This design comes from an exercise in tuning for small area, a short achievable clock period and few clock cycles on the open sky130 flow, not from production work. Only simulation tests tie the RTL to the original design; equivalence was not proved.

## R
==> flow/design.v <==
module frisc_core (
    input  wire        clk,
    input  wire        rst,         
    output wire        mem_req,
    output wire        mem_we,
    output wire [31:0] mem_addr,    
    output wire [3:0]  mem_be,
    output wire [31:0] mem_wdata,
    input  wire        mem_ack,
    input  wire [31:0] mem_rdata,
    input  wire [2:0]  irq,         
    input  wire        nmi,         
    output wire        nmi_ack,
    output wire        halted,
    output wire        faulted
);
    localparam [2:0] S_RUN   = 3'd0,    
                     S_MEM   = 3'd1,    
                     S_IPUSH = 3'd2,    
                     S_IVEC  = 3'd3,    
                     S_FIX   = 3'd4,    
                     S_HALT  = 3'd5,
                     S_FAULT = 3'd6;
    localparam [2:0] K_LOAD = 3'd0, K_STORE = 3'd1, K_PUSH = 3'd2, K_POP = 3'd3,
                     K_CALL = 3'd4, K_RET = 3'd5;
    reg [2:0]  state;
    reg [31:2] pc;
    reg [31:0] regs [0:7];
    reg        fl_c, fl_v, fl_n, fl_z;
    reg        gie;
    reg [2:0]  eint;
    reg        iif;
    reg        poll_en;             
    reg        pend;                
    reg        int_nmi;             
    reg        nmi_ack_q;
    reg [31:0] addr_q;              
    reg [2:0]  kind_q;
    reg [1:0]  size_q;              
    reg [2:0]  rd_q;
    wire [7:0] sr_low = {eint, gie, fl_z, fl_n, fl_v, fl_c};
    wire [31:0] w     = mem_rdata;
    wire [4:0]  op    = w[31:27];
    wire        fn    = w[26];
    wire [2:0]  f_rd  = w[25:23];
    wire [2:0]  f_rs1 = w[22:20];
    wire [2:0]  f_rs2 = w[19:17];
    wire [3:0]  cond  = w[25:22];
    wire        srd   = w[21];
    wire        srs   = w[20];
    wire [31:0] imm   = {{12{w[19]}}, w[19:0]};
    wire is_move  = (op == 5'b00000);
    wire is_alu   = (op >= 5'b00001) && (op <= 5'b01101);
    wire is_cmp   = (op == 5'b01101);
    wire is_logic = (op == 5'b00001) || (op == 5'b00010) || (op == 5'b00011);
    wire is_arith = (op[4:2] == 3'b001) || is_cmp;
    wire is_sub   = (op == 5'b00110) || (op == 5'b00111) || is_cmp;
    wire is_shift = (op[4:3] == 2'b01) && !is_cmp && (op[2:1] != 2'b11);
    wire is_pop   = (op == 5'b10000);
    wire is_push  = (op == 5'b10001);
    wire is_ls    = (op[4:3] == 2'b10) && (op[2:1] != 2'b00);
    wire is_jp    = (op == 5'b11000);
    wire is_call  = (op == 5'b11001);
    wire is_jr    = (op == 5'b11010);
    wire is_ret   = (op == 5'b11011);
    wire is_halt  = (op == 5'b11111);
    wire is_ctl   = is_jp || is_call || is_jr || is_ret || is_halt;
    wire op_undef = (op == 5'b01110) || (op == 5'b01111) || (op == 5'b11100) ||
                    (op == 5'b11101) || (op == 5'b11110);
    wire illegal  = op_undef || (is_ctl && cond == 4'b1111);
    reg cond_ok;
    always @(*) begin
        case (cond)
            4'd0:    cond_ok = 1'b1;
            4'd1:    cond_ok = fl_n;
            4'd2:    cond_ok = !fl_n;
            4'd3:    cond_ok = fl_c;
            4'd4:    cond_ok = !fl_c;
            4'd5:    cond_ok = fl_v;
            4'd6:    cond_ok = !fl_v;
            4'd7:    cond_ok = fl_z;
            4'd8:    cond_ok = !fl_z;
            4'd9:    cond_ok = fl_c || fl_z;
            4'd10:   cond_ok = !fl_c && !fl_z;
            4'd11:   cond_ok = fl_n ^ fl_v;
            4'd12:   cond_ok = (fl_n ^ fl_v) || fl_z;
            4'd13:   cond_ok = (fl_n == fl_v);
            4'd14:   cond_ok = (fl_n == fl_v) && !fl_z;
            default: cond_ok = 1'b0;
        endcase
    end
    wire        run     = (state == S_RUN);
    wire [2:0]  sel_b   = run ? f_rs2 : rd_q;
    wire [31:0] rf_a    = regs[f_rs1];
    wire [31:0] rf_b    = regs[sel_b];
    wire [31:2] pc4     = pc + 30'd1;
    wire        a_zero  = (is_ls && !fn) || is_call;
    wire [31:0] op_a    = is_jr ? {pc4, 2'b00} : (a_zero ? 32'd0 : rf_a);
    wire [31:0] op_b    = ((fn && !(is_move && srd)) || is_jr || is_ls) ? imm : rf_b;
    wire        cin     = (op == 5'b00101) ? fl_c :
                          (op == 5'b00111) ? !fl_c :
                          (is_sub);
    wire [31:0] b_add   = is_sub ? ~op_b : op_b;
    wire [32:0] sum     = {1'b0, op_a} + {1'b0, b_add} + {32'd0, cin};
    wire        add_c   = is_sub ? !sum[32] : sum[32];
    wire        add_v   = (op_a[31] == b_add[31]) && (sum[31] != op_a[31]);
    wire [4:0]  amt     = op_b[4:0];
    wire        sh_left = (op == 5'b01000) || (op == 5'b01010);    
    wire        sh_rot  = (op == 5'b01000) || (op == 5'b01001);
    wire [4:0]  ramt    = sh_left ? (5'd0 - amt) : amt;
    wire [31:0] rot1    = ramt[0] ? {op_a[0],    op_a[31:1]}  : op_a;
    wire [31:0] rot2    = ramt[1] ? {rot1[1:0],  rot1[31:2]}  : rot1;
    wire [31:0] rot3    = ramt[2] ? {rot2[3:0],  rot2[31:4]}  : rot2;
    wire [31:0] rot4    = ramt[3] ? {rot3[7:0],  rot3[31:8]}  : rot3;
    wire [31:0] rot     = ramt[4] ? {rot4[15:0], rot4[31:16]} : rot4;
    wire [31:0] mask    = sh_left ? (32'hFFFF_FFFF << amt) : (32'hFFFF_FFFF >> amt);
    wire        fill    = (op == 5'b01100) && op_a[31];            
    wire [31:0] sh_r    = sh_rot ? rot : ((rot & mask) | ({32{fill}} & ~mask));
    wire        sh_c    = (amt != 5'd0) && (sh_left ? rot[0] : rot[31]);
    reg  [31:0] res;
    always @(*) begin
        case (1'b1)
            is_move:  res = srs ? {24'd0, sr_low} : op_b;
            is_shift: res = sh_r;
            is_arith: res = sum[31:0];
            default:  case (op[1:0])
                          2'b01:   res = op_a | op_b;
                          2'b10:   res = op_a & op_b;
                          default: res = op_a ^ op_b;
                      endcase
        endcase
    end
    wire        res_z   = (res == 32'd0);
    reg [31:0] load_val;
    always @(*) begin
        case (size_q)
            2'd0:    load_val = {24'd0, mem_rdata[8*addr_q[1:0] +: 8]};
            2'd1:    load_val = {16'd0, mem_rdata[16*addr_q[1] +: 16]};
            default: load_val = mem_rdata;
        endcase
    end
    reg [3:0]  be_d;
    reg [31:0] sdata;
    always @(*) begin
        case (size_q)
            2'd0: begin
                be_d  = 4'b0001 << addr_q[1:0];
                sdata = {4{rf_b[7:0]}};
            end
            2'd1: begin
                be_d  = addr_q[1] ? 4'b1100 : 4'b0011;
                sdata = {2{rf_b[15:0]}};
            end
            default: begin
                be_d  = 4'b1111;
                sdata = rf_b;
            end
        endcase
    end
    wire mem_phase = (state == S_MEM);
    wire use_sp    = (kind_q == K_PUSH) || (kind_q == K_POP) ||
                     (kind_q == K_CALL) || (kind_q == K_RET);
    wire push_pc   = (state == S_IPUSH) || (kind_q == K_CALL);
    wire data_we   = (kind_q == K_STORE) || (kind_q == K_PUSH) || (kind_q == K_CALL);
    assign mem_req   = run || mem_phase || (state == S_IPUSH) || (state == S_IVEC);
    assign mem_we    = (mem_phase && data_we) || (state == S_IPUSH);
    assign mem_addr  = run                                   ? {pc, 2'b00} :
                       (state == S_IVEC)                     ? 32'h0000_0008 :
                       ((state == S_IPUSH) || use_sp)        ? {regs[7][31:2], 2'b00} :
                                                               {addr_q[31:2], 2'b00};
    assign mem_be    = (mem_phase && kind_q == K_STORE) ? be_d : 4'b1111;
    assign mem_wdata = push_pc ? {pc, 2'b00} : (mem_phase ? sdata : 32'd0);
    assign nmi_ack   = nmi_ack_q;
    assign halted    = (state == S_HALT);
    assign faulted   = (state == S_FAULT);
    wire want_nmi = iif && nmi;
    wire want_irq = iif && gie && ((irq & eint) != 3'd0);
    wire take     = run && poll_en && (want_nmi || want_irq);
    wire exec     = run && mem_ack && !take && !pend;
    wire        sp_dec = take || (exec && (is_push || (is_call && cond_ok)));
    wire [31:2] sp_pm  = regs[7][31:2] + (sp_dec ? 30'h3FFF_FFFF : 30'd1);
    reg        we_main;
    reg [2:0]  wsel;
    reg [31:0] wd;
    reg        sp_we;
    always @(*) begin
        we_main = 1'b0;
        wsel    = f_rd;
        wd      = res;
        sp_we   = 1'b0;
        if (take) begin
            sp_we = 1'b1;
        end else if (exec && !illegal) begin
            if ((is_move && !srd) || (is_alu && !is_cmp))
                we_main = 1'b1;
            if (is_push || (is_call && cond_ok))
                sp_we = 1'b1;
        end else if (mem_phase && mem_ack) begin
            wsel = rd_q;
            wd   = load_val;
            if (kind_q == K_LOAD || kind_q == K_POP)
                we_main = 1'b1;
            if (kind_q == K_RET || (kind_q == K_POP && rd_q != 3'd7))
                sp_we = 1'b1;
        end else if (state == S_FIX) begin
            sp_we = 1'b1;
        end
    end
    wire [31:0] wd_r = rst ? 32'd0 : wd;
    integer i;
    always @(posedge clk) begin
        for (i = 0; i < 7; i = i + 1)
            if (rst || (we_main && wsel == i))
                regs[i] <= wd_r;
        if (rst)
            regs[7] <= 32'd0;
        else if (sp_we)
            regs[7] <= {sp_pm, regs[7][1:0]};
        else if (we_main && wsel == 3'd7)
            regs[7] <= wd;
    end
    always @(posedge clk) begin
        if (rst) begin
            state     <= S_RUN;
            pc        <= 30'd0;
            fl_c      <= 1'b0;
            fl_v      <= 1'b0;
            fl_n      <= 1'b0;
            fl_z      <= 1'b0;
            gie       <= 1'b0;
            eint      <= 3'd0;
            iif       <= 1'b1;
            poll_en   <= 1'b0;
            pend      <= 1'b0;
            int_nmi   <= 1'b0;
            nmi_ack_q <= 1'b0;
            addr_q    <= 32'd0;
            kind_q    <= K_LOAD;
            size_q    <= 2'd2;
            rd_q      <= 3'd0;
        end else begin
            nmi_ack_q <= 1'b0;
            case (state)
                S_RUN: begin
                    poll_en <= 1'b0;                
                    if (take) begin
                        poll_en   <= 1'b0;
                        int_nmi   <= want_nmi;
                        nmi_ack_q <= want_nmi;
                        if (want_nmi) iif <= 1'b0;
                        else          gie <= 1'b0;
                        if (mem_ack) state <= S_IPUSH;
                        else         pend  <= 1'b1;
                    end else if (mem_ack && pend) begin
                        pend  <= 1'b0;
                        state <= S_IPUSH;
                    end else if (mem_ack) begin
                        poll_en <= 1'b1;
                        pc      <= pc4;
                        rd_q    <= f_rd;
                        addr_q  <= sum[31:0];
                        if (illegal) begin
                            state <= S_FAULT;
                        end else if (is_move) begin
                            if (srd) begin
                                if (!srs) {eint, gie, fl_z, fl_n, fl_v, fl_c} <= op_b[7:0];
                            end else begin
                                fl_n <= res[31];
                                fl_z <= res_z;
                            end
                        end else if (is_alu) begin
                            fl_n <= res[31];
                            fl_z <= res_z;
                            fl_c <= is_arith ? add_c : is_shift ? sh_c : 1'b0;
                            fl_v <= is_arith ? add_v : 1'b0;
                        end else if (is_ls || is_push || is_pop) begin
                            state  <= S_MEM;
                            kind_q <= is_push ? K_PUSH : is_pop ? K_POP :
                                      op[0] ? K_STORE : K_LOAD;
                            size_q <= (is_push || is_pop) ? 2'd2 : op[2:1] - 2'd1;
                        end else if (is_jp || is_jr) begin
                            if (cond_ok)
                                pc <= is_jr ? sum[31:2] : op_b[31:2];
                        end else if (is_call) begin
                            if (cond_ok) begin
                                state  <= S_MEM;
                                kind_q <= K_CALL;
                            end
                        end else if (is_ret) begin
                            if (cond_ok) begin
                                state  <= S_MEM;
                                kind_q <= K_RET;
                                size_q <= w[1:0];
                            end
                        end else if (is_halt) begin
                            if (cond_ok) state <= S_HALT;
                        end
                    end
                end
                S_MEM: begin
                    if (mem_ack) begin
                        state <= (kind_q == K_POP && rd_q == 3'd7) ? S_FIX : S_RUN;
                        if (kind_q == K_CALL)
                            pc <= addr_q[31:2];
                        if (kind_q == K_RET) begin
                            pc <= mem_rdata[31:2];
                            if (size_q == 2'b01) gie <= 1'b1;
                            if (size_q == 2'b11) iif <= 1'b1;
                        end
                    end
                end
                S_FIX: state <= S_RUN;
                S_IPUSH: begin
                    if (mem_ack) begin
                        if (int_nmi) begin
                            pc    <= 30'h3;           
                            state <= S_RUN;
                        end else begin
                            state <= S_IVEC;
                        end
                    end
                end
                S_IVEC: begin
                    if (mem_ack) begin
                        pc    <= mem_rdata[31:2];
                        state <= S_RUN;
                    end
                end
                S_HALT:  ;
                S_FAULT: ;
                default: state <= S_FAULT;
            endcase
        end
    end
endmodule
Settings: LEC_CHECK=0, CAP_MARGIN=20, CORE_MARGIN=2, CORE_UTILIZATION=30, SETUP_SLACK_MARGIN=2.0, SLEW_MARGIN=20, TNS_END_PERCENT=10; clock period 8.0 ns.
run.sh (not shown) runs the stock make flow with config.mk's settings and CLKGATE_MAP_FILE= SYNTH_SCRIPT=/design/flow/synth_recipe.tcl, a recipe that flattens the netlist after the stock synthesis.
R reached the final stage; the timing, DRC and antenna checks on its layout passed.
Testbench counts of R, summed over its fixed seeds: cycles 35,966.
Changes in Q relative to R:
-- flow/design.v --
<<< R, line 39
    reg [1:0]  size_q;              
    reg [2:0]  rd_q;
    wire [7:0] sr_low = {eint, gie, fl_z, fl_n, fl_v, fl_c};
    wire [31:0] w     = mem_rdata;
>>> Q, line 39
    reg [1:0]  size_q;              
    reg [2:0]  rd_q;
    reg [7:0]  rd_oh;               
    wire [7:0] sr_low = {eint, gie, fl_z, fl_n, fl_v, fl_c};
    wire [31:0] w     = mem_rdata;
<<< R, line 91
    end
    wire        run     = (state == S_RUN);
    wire [2:0]  sel_b   = run ? f_rs2 : rd_q;
    wire [31:0] rf_a    = regs[f_rs1];
    wire [31:0] rf_b    = regs[sel_b];
    wire [31:2] pc4     = pc + 30'd1;
    wire        a_zero  = (is_ls && !fn) || is_call;
>>> Q, line 92
    end
    wire        run     = (state == S_RUN);
    function [31:0] rsel(input [7:0] oh, input [255:0] r);
        integer k;
        begin
            rsel = 32'd0;
            for (k = 0; k < 8; k = k + 1)
                rsel = rsel | (r[32*k +: 32] & {32{oh[k]}});
        end
    endfunction
    wire [255:0] rf_all = {regs[7], regs[6], regs[5], regs[4], regs[3], regs[2], regs[1], regs[0]};
    wire [31:0] rf_a    = regs[f_rs1];
    wire [31:0] rf_b    = regs[f_rs2];
    wire [31:0] rf_d    = rsel(rd_oh, rf_all);      
    wire [31:2] pc4     = pc + 30'd1;
    wire        a_zero  = (is_ls && !fn) || is_call;
<<< R, line 146
            2'd0: begin
                be_d  = 4'b0001 << addr_q[1:0];
                sdata = {4{rf_b[7:0]}};
            end
            2'd1: begin
                be_d  = addr_q[1] ? 4'b1100 : 4'b0011;
                sdata = {2{rf_b[15:0]}};
            end
            default: begin
                be_d  = 4'b1111;
                sdata = rf_b;
            end
        endcase
>>> Q, line 156
            2'd0: begin
                be_d  = 4'b0001 << addr_q[1:0];
                sdata = {4{rf_d[7:0]}};
            end
            2'd1: begin
                be_d  = addr_q[1] ? 4'b1100 : 4'b0011;
                sdata = {2{rf_d[15:0]}};
            end
            default: begin
                be_d  = 4'b1111;
                sdata = rf_d;
            end
        endcase
<<< R, line 170
                                                               {addr_q[31:2], 2'b00};
    assign mem_be    = (mem_phase && kind_q == K_STORE) ? be_d : 4'b1111;
    assign mem_wdata = push_pc ? {pc, 2'b00} : (mem_phase ? sdata : 32'd0);
    assign nmi_ack   = nmi_ack_q;
    assign halted    = (state == S_HALT);
>>> Q, line 180
                                                               {addr_q[31:2], 2'b00};
    assign mem_be    = (mem_phase && kind_q == K_STORE) ? be_d : 4'b1111;
    assign mem_wdata = push_pc ? {pc, 2'b00} : sdata;
    assign nmi_ack   = nmi_ack_q;
    assign halted    = (state == S_HALT);
<<< R, line 239
            size_q    <= 2'd2;
            rd_q      <= 3'd0;
        end else begin
            nmi_ack_q <= 1'b0;
>>> Q, line 249
            size_q    <= 2'd2;
            rd_q      <= 3'd0;
            rd_oh     <= 8'd1;
        end else begin
            nmi_ack_q <= 1'b0;
<<< R, line 259
                        pc      <= pc4;
                        rd_q    <= f_rd;
                        addr_q  <= sum[31:0];
                        if (illegal) begin
>>> Q, line 270
                        pc      <= pc4;
                        rd_q    <= f_rd;
                        rd_oh   <= 8'd1 << f_rd;
                        addr_q  <= sum[31:0];
                        if (illegal) begin
Results
R -> Q: total standard cell area after synthesis increased by a few percent. Q improves on R in power. Q vs R — number of fill cells climbed by a few percent. The run showing the greater setup slack is Q. The higher met2 layer usage reported by global route came out of R. met2 wirelength from detailed routing down 4.5% in Q wrt R. Post-route fraction of the period consumed by the critical path in Q vs R: down 3.7 points. Of Q and R, it is Q that has the lower wire length of the first global-routing pass. Note that the non-clock buffer count recorded for Q amounts to 0.78 times the value seen in R. Q vs R on diode insertion count for antenna repair: Q is the lower one. R -> Q: number of ordinary inverters in the final layout decreased slightly. The sequential cell count in Q sits about 2.3% above the value recorded for R.
Testbench counts of Q, summed over its fixed seeds: cycles 35,966.

re-timing with driven ports:
No port has a modelled driver above. Below, the same layouts with a new extraction and two added sets of constraints.
Step 1 assumes that a clkbuf_16 drives the clock port and a buf_2 every other input.
Step 2, shift: input delay + t, output delay - t, t = (earliest + latest rising clock arrival at the registers) / 2. This alone moves slack from input paths to output paths.
a / b / c = no drivers / after step 1 / after step 2; a / b = the first two.
run	t (ns)	slack for setup (ns)	worst setup path after step 2	latest minus earliest clock arrival (ns)	pins driven straight from the clock port
R	0.683	1.199 / 1.199 / 0.522	input to register	0.043 / 0.044	1
Q	0.651	1.497 / 1.401 / 0.749	input to register	0.022 / 0.023	1
After both steps setup and hold are still met in every run listed. The setup slack of Q, which loses most, moves by -0.096 ns with the drivers and by -0.748 ns with both steps.
